Background: an optimization exercise with open tools, aiming at small area, a short achievable clock period and few clock cycles per item. Do not read the settings as production practice.
RTL that was checked went through simulation tests only; none was proved equivalent to the original.

==> flow/design.v <==
module lfp16_mcu (
    input  wire        clk,
    input  wire        rst,         
    input  wire        cmd_valid,
    output wire        cmd_ready,
    input  wire [63:0] cmd,
    output reg         rsp_valid,
    input  wire        rsp_ready,
    output wire [63:0] rsp
);
    reg [3:0] cfg_f;
    reg       cfg_rmode;    
    wire [7:0]  op = cmd[63:56];
    wire [14:0] ma = cmd[14:0];
    wire [14:0] mb = cmd[46:32];
    wire        sa = cmd[15];
    wire        sb = cmd[47];
    wire [31:0] x  = cmd[31:0];
    wire z_rsv = ~|cmd[55:48];
    wire z_b   = ~|cmd[47:32];
    wire z_ahi = ~|cmd[31:16];
    wire mz_a  = ~|ma;
    wire mz_b  = ~|mb;
    wire a_zero = mz_a & ~sa;
    wire a_nar  = mz_a & sa;
    wire b_zero = z_b;
    wire b_nar  = mz_b & sb;
    wire ok_n   = z_rsv & z_b & z_ahi & a_zero;
    wire ok_u16 = z_rsv & z_b & z_ahi;
    wire ok_u32 = z_rsv & z_b;
    wire ok_b16 = z_rsv & z_ahi;
    wire hi0 = (op[7:4] == 4'h0);
    wire hi1 = (op[7:4] == 4'h1);
    wire hi2 = (op[7:4] == 4'h2);
    wire [3:0] lo = op[3:0];
    wire is_getcfg = hi0 & (lo == 4'h1);
    wire is_setf   = hi0 & (lo == 4'h2);
    wire is_setr   = hi0 & (lo == 4'h3);
    wire is_mul    = hi1 & (lo == 4'h0);
    wire is_div    = hi1 & (lo == 4'h1);
    wire is_sqr    = hi1 & (lo == 4'h2);
    wire is_sqrt   = hi1 & (lo == 4'h3);
    wire is_inv    = hi1 & (lo == 4'h4);
    wire is_neg    = hi1 & (lo == 4'h5);
    wire is_cmp    = hi2 & (lo <= 4'h4);
    wire illegal = ~(((is_mul | is_div | is_cmp) & ok_b16) |
                     ((is_sqr | is_sqrt | is_inv | is_neg) & ok_u16) |
                     (is_getcfg & ok_n) | ((is_setf | is_setr) & ok_u32));
    wire f_fmt  = ~z_ahi | (|x[15:4]) | (x[3:0] < 4'd7) | (x[3:0] > 4'd11);
    wire f_rnd  = ~z_ahi | (|x[15:1]);
    wire f_neg  = sa & ~mz_a;
    wire [2:0] fault = illegal ? 3'd4 :
                       (is_sqrt & f_neg) ? 3'd3 :
                       (is_setr & f_rnd) ? 3'd2 :
                       (is_setf & f_fmt) ? 3'd1 : 3'd0;
    wire notice  = is_setf & ~illegal & ~f_fmt;
    wire set_r   = is_setr & ~illegal & ~f_rnd;
    wire q_inv  = op[5] | op[2] | op[0];
    wire q_k    = ~op[5] & (op[1] | op[2] | ~op[4]);
    wire k_14   = q_k & ~(op[4] & op[1] & ~op[0]);         
    wire k_13   = op[4] & op[1] & op[0];                  
    wire p_m    = op[5] | (op[4] & ~op[1] & (~op[2] | op[0]));
    wire p_sqr  = op[4] & op[1] & ~op[0];
    wire p_sqrt = op[4] & op[1] & op[0];
    wire p_inv  = op[4] & op[2] & ~op[0];
    wire p_cfg  = ~op[4];
    wire r_bit  = cfg_rmode & ma[0] & ma[1];
    wire [14:0] q_val = ((mb ^ {15{q_inv}}) & {15{~q_k}}) | {k_14, k_13, 13'd0};
    wire [15:0] p_alt = ({ma, 1'b0} & {16{p_sqr}}) | ({2'b0, ma[14:1]} & {16{p_sqrt}}) |
                        ({1'b0, ~ma} & {16{p_inv}}) |
                        ({7'd0, cfg_rmode, ~cfg_f, cfg_f} & {16{p_cfg}});
    wire [15:0] p_val = p_m ? {1'b0, ma} : p_alt;
    wire        c_in  = p_sqrt ? r_bit : (q_inv & ~q_k) | p_inv;
    wire [9:0] lo_ext = {1'b0, p_val[7:0], 1'b1} + {1'b0, q_val[7:0], c_in};
    wire [8:0] t_lo   = lo_ext[9:1];            
    wire [7:0] u_hi   = p_val[15:8] + {1'b0, q_val[14:8]};
    reg k_n, s15_n;
    always @(*) begin
        k_n = 1'b1; s15_n = 1'b0;
        if (is_getcfg) begin
            k_n = 1'b0;
        end else if (is_mul) begin
            k_n = a_nar | b_nar | a_zero | b_zero;
            s15_n = a_nar | b_nar | (~a_zero & ~b_zero & (sa ^ sb));
        end else if (is_div) begin
            k_n = a_nar | b_nar | b_zero | a_zero;
            s15_n = a_nar | b_nar | b_zero | (~a_zero & (sa ^ sb));
        end else if (is_sqr | is_sqrt) begin
            k_n = mz_a;
            s15_n = a_nar;
        end else if (is_inv) begin
            k_n = mz_a;
            s15_n = mz_a | sa;
        end else if (is_neg) begin
            k_n = mz_a;
            s15_n = sa ^ ~mz_a;
        end
    end
    wire lt11 = sa & ~sb;                   
    wire eq11 = ~(sa ^ sb);
    wire lt10 = sa;                         
    wire lt0  = ~sb;                        
    reg  x11_n, x10_n, x0_n;
    always @(*) begin
        case (lo[2:0])
            3'd0:    begin x11_n = eq11;          x10_n = 1'b0;  x0_n = 1'b0; end
            3'd1:    begin x11_n = lt11 | eq11;   x10_n = lt10;  x0_n = lt0;  end
            3'd2:    begin x11_n = lt11;          x10_n = lt10;  x0_n = lt0;  end
            3'd3:    begin x11_n = ~lt11 & ~eq11; x10_n = ~lt10; x0_n = ~lt0; end
            default: begin x11_n = ~lt11;         x10_n = ~lt10; x0_n = ~lt0; end
        endcase
    end
    wire cmp_ok = is_cmp & ~a_nar & ~b_nar;
    assign cmd_ready = ~rsp_valid | rsp_ready;
    reg [8:0]  r_lo;
    reg [7:0]  r_hi;
    reg        r_k, r_s15, r_x11, r_x10, r_x0;
    reg [2:0]  r_fc;        
    always @(posedge clk) begin
        if (rst) begin
            cfg_f     <= 4'd8;
            cfg_rmode <= 1'b0;
            rsp_valid <= 1'b0;
        end else begin
            rsp_valid <= cmd_valid | (rsp_valid & ~rsp_ready);
            if (cmd_valid & cmd_ready & notice) cfg_f     <= x[3:0];
            if (cmd_valid & cmd_ready & set_r)  cfg_rmode <= x[0];
        end
        if (cmd_ready) begin
            r_lo     <= t_lo;
            r_hi     <= u_hi;
            r_k      <= k_n;
            r_s15    <= s15_n;
            r_x11    <= x11_n & cmp_ok;
            r_x10    <= x10_n & cmp_ok;
            r_x0     <= x0_n & cmp_ok;
            r_fc     <= notice ? 3'd5 : fault;
        end
    end
    wire [15:0] r_t = {r_hi + {7'd0, r_lo[8]}, r_lo[7:0]};
    wire z_hi = r_lo[8] ? (&r_hi[5:0]) : ~|r_hi[5:0];
    wire over  = r_t[15] & r_t[14];
    wire under = ~r_t[15] & ~r_t[14];
    wire z13_1 = z_hi & ~|r_lo[7:1];
    wire [14:0] m_cl;
    assign m_cl[14]   = r_t[15];
    assign m_cl[13:1] = (r_t[13:1] | {13{over}}) & {13{~under}};
    assign m_cl[0]    = r_t[0] | over | under | (~r_t[15] & z13_1);
    wire [2:0] r_fault  = {r_fc[2] & ~r_fc[0], r_fc[1], r_fc[0] & ~r_fc[2]};
    wire       r_notice = r_fc[2] & r_fc[0];
    wire live = ~r_fc[1] & ~(r_fc[2] ^ r_fc[0]);
    wire [15:0] r_res;
    assign r_res[15]   = r_s15 & live;
    assign r_res[14:1] = m_cl[14:1] & {14{~r_k & live}};
    wire eq_m = ~r_t[14] & z13_1 & ~r_t[0];           
    wire c_bit = r_t[15] ? (eq_m ? r_x11 : r_x10) : r_x0;
    assign r_res[0]    = ((m_cl[0] & ~r_k) | c_bit) & live;
    assign rsp = {28'd0, r_notice, r_fault, 16'd0, r_res};
endmodule
Settings: LEC_CHECK=0, CAP_MARGIN=20, CORE_MARGIN=2, CORE_UTILIZATION=40, SETUP_SLACK_MARGIN=2.2, SLEW_MARGIN=20; clock period 6.0 ns.
standard.sh (not shown) runs the stock make flow with config.mk's settings and CLKGATE_MAP_FILE= SYNTH_SCRIPT=/design/flow/synth_recipe.tcl, a recipe that flattens the netlist after the stock synthesis.
==> flow/flow/run.sh <==
#!/bin/bash
# Own flow: the standard layout (standard.sh), except
#  - synthesis (flow/mysynth.tcl) maps with flow/abc.script; the registers
#    are those of the standard synthesis;
#  - every port still gets its buffer, but a plain sky130 buf_1 instead of
#    the delay cell buffer_ports picks by default;
#  - flow/opts.sh may set further options (see there).
# Each tool's output goes to a log file here (synth.log, layout.log).
set -euo pipefail
W=$(pwd)
export MY_ABC_SCRIPT="$W/flow/abc.script"
export MY_ABC_D=
export BUFFER_PORTS_ARGS="-buffer_cell sky130_fd_sc_hd__buf_1"
if [[ -f "$W/flow/opts.sh" ]]; then source "$W/flow/opts.sh"; fi
make -C "$FLOW_HOME" DESIGN_CONFIG="$W/config.mk" WORK_HOME="$W/orfs" CLKGATE_MAP_FILE= \
  SYNTH_SCRIPT="$W/flow/mysynth.tcl" synth > "$W/synth.log" 2>&1
bash standard.sh finish > "$W/layout.log" 2>&1
==> flow/flow/abc.script <==
strash
dc2
dch -f
map -D 2000
topo
buffer -p
upsize -D 2000
dnsize -D 2000
stime -p
==> flow/flow/mysynth.tcl <==
# The standard synthesis (synth_recipe.tcl), with only the ABC mapping call
# replaced: flow/abc.script (MY_ABC_SCRIPT) instead of the ORFS speed script,
# and, when MY_NO_FA is set, no extraction of full/half adder cells.
proc synth {args} { yosys synth -nofsm -noshare {*}$args }
proc abc {args} {
  set out {}
  set skip 0
  foreach a $args {
    if {$skip} { set skip 0; continue }
    if {$a eq "-script" || $a eq "-D"} { set skip 1; continue }
    lappend out $a
  }
  if {[info exists ::env(MY_ABC_SCRIPT)] && $::env(MY_ABC_SCRIPT) ne ""} {
    lappend out -script $::env(MY_ABC_SCRIPT)
  }
  if {[info exists ::env(MY_ABC_D)] && $::env(MY_ABC_D) ne ""} {
    lappend out -D $::env(MY_ABC_D)
  }
  puts "abc call: $out"
  yosys abc {*}$out
}
if {[info exists ::env(MY_NO_FA)] && $::env(MY_NO_FA) ne ""} { set ::env(ADDER_MAP_FILE) "" }
source $::env(SCRIPTS_DIR)/synth.tcl
# left out here: clear keep_hierarchy, flatten, clean up, hide names made inside functions, write 1_2_yosys.v
==> flow/flow/opts.sh <==
# keep the single tie cell synthesis makes for the constant outputs
export SKIP_REPAIR_TIE_FANOUT=1
Testbench counts at the start, summed over its fixed seeds: cycles 24,008, items 24,000.
Rerun with:
--- a/flow/design.v
+++ b/flow/design.v
@@ -69,13 +69,13 @@
     wire [15:0] p_alt = ({ma, 1'b0} & {16{p_sqr}}) | ({2'b0, ma[14:1]} & {16{p_sqrt}}) |
                         ({1'b0, ~ma} & {16{p_inv}}) |
                         ({7'd0, cfg_rmode, ~cfg_f, cfg_f} & {16{p_cfg}});
     wire [15:0] p_val = p_m ? {1'b0, ma} : p_alt;
     wire        c_in  = p_sqrt ? r_bit : (q_inv & ~q_k) | p_inv;
-    wire [9:0] lo_ext = {1'b0, p_val[7:0], 1'b1} + {1'b0, q_val[7:0], c_in};
-    wire [8:0] t_lo   = lo_ext[9:1];            
-    wire [7:0] u_hi   = p_val[15:8] + {1'b0, q_val[14:8]};
+    wire [8:0] lo_ext = {1'b0, p_val[6:0], 1'b1} + {1'b0, q_val[6:0], c_in};
+    wire [7:0] t_lo   = lo_ext[8:1];            
+    wire [8:0] u_hi   = p_val[15:7] + {1'b0, q_val[14:7]};
     reg k_n, s15_n;
     always @(*) begin
         k_n = 1'b1; s15_n = 1'b0;
         if (is_getcfg) begin
             k_n = 1'b0;
@@ -110,12 +110,12 @@
             default: begin x11_n = ~lt11;         x10_n = ~lt10; x0_n = ~lt0; end
         endcase
     end
     wire cmp_ok = is_cmp & ~a_nar & ~b_nar;
     assign cmd_ready = ~rsp_valid | rsp_ready;
-    reg [8:0]  r_lo;
-    reg [7:0]  r_hi;
+    reg [7:0]  r_lo;
+    reg [8:0]  r_hi;
     reg        r_k, r_s15, r_x11, r_x10, r_x0;
     reg [2:0]  r_fc;        
     always @(posedge clk) begin
         if (rst) begin
             cfg_f     <= 4'd8;
@@ -135,15 +135,15 @@
             r_x10    <= x10_n & cmp_ok;
             r_x0     <= x0_n & cmp_ok;
             r_fc     <= notice ? 3'd5 : fault;
         end
     end
-    wire [15:0] r_t = {r_hi + {7'd0, r_lo[8]}, r_lo[7:0]};
-    wire z_hi = r_lo[8] ? (&r_hi[5:0]) : ~|r_hi[5:0];
+    wire [15:0] r_t = {r_hi + {8'd0, r_lo[7]}, r_lo[6:0]};
+    wire z_hi = r_lo[7] ? (&r_hi[6:0]) : ~|r_hi[6:0];
     wire over  = r_t[15] & r_t[14];
     wire under = ~r_t[15] & ~r_t[14];
-    wire z13_1 = z_hi & ~|r_lo[7:1];
+    wire z13_1 = z_hi & ~|r_lo[6:1];
     wire [14:0] m_cl;
     assign m_cl[14]   = r_t[15];
     assign m_cl[13:1] = (r_t[13:1] | {13{over}}) & {13{~under}};
     assign m_cl[0]    = r_t[0] | over | under | (~r_t[15] & z13_1);
     wire [2:0] r_fault  = {r_fc[2] & ~r_fc[0], r_fc[1], r_fc[0] & ~r_fc[2]};
The new run passed the timing, design-rule and antenna checks.
Fmax shrinks by about 2.7%.
Synthesized cell count climbs by 1.2%.
Clock skew went up by 8.4 ps.
Non-clock buffer count goes up by 11.
Register-to-register slack loses 50 ps.
The RTL of the second run of this note was laid out without a check of its function.

-- separate check: timing with driven ports --
In the flow no input, the clock included, has a driving cell. The finished layouts below were timed again as built, in two steps.
Step 1 (the two cells are an assumption about what drives the block):
set clk [get_ports {clk}]
set_driving_cell -lib_cell sky130_fd_sc_hd__clkbuf_16 $clk
set_driving_cell -lib_cell sky130_fd_sc_hd__buf_2 [delete_from_list [all_inputs] $clk]
Step 2, shift: input delay + t, output delay - t, t = (earliest + latest rising clock arrival at the registers) / 2. This alone moves slack from input paths to output paths.
a / b / c = ideal / step 1 / step 2; a / b = the first two.
run	t (ns)	setup WS [ns]	worst register clock-pin slew, ns	worst slew at a driven data input, ns	cell pins on the clock port's net
the first run	0.312	2.366 / 2.374 / 2.062	0.07 / 0.07	0.04	1
the second run	0.316	2.264 / 2.231 / 2.060	0.08 / 0.08	0.04	1
After both steps setup and hold are still met in every run listed. For the first run, which loses most, drivers alone change the setup slack by +0.008 ns; drivers and shift together by -0.304 ns.
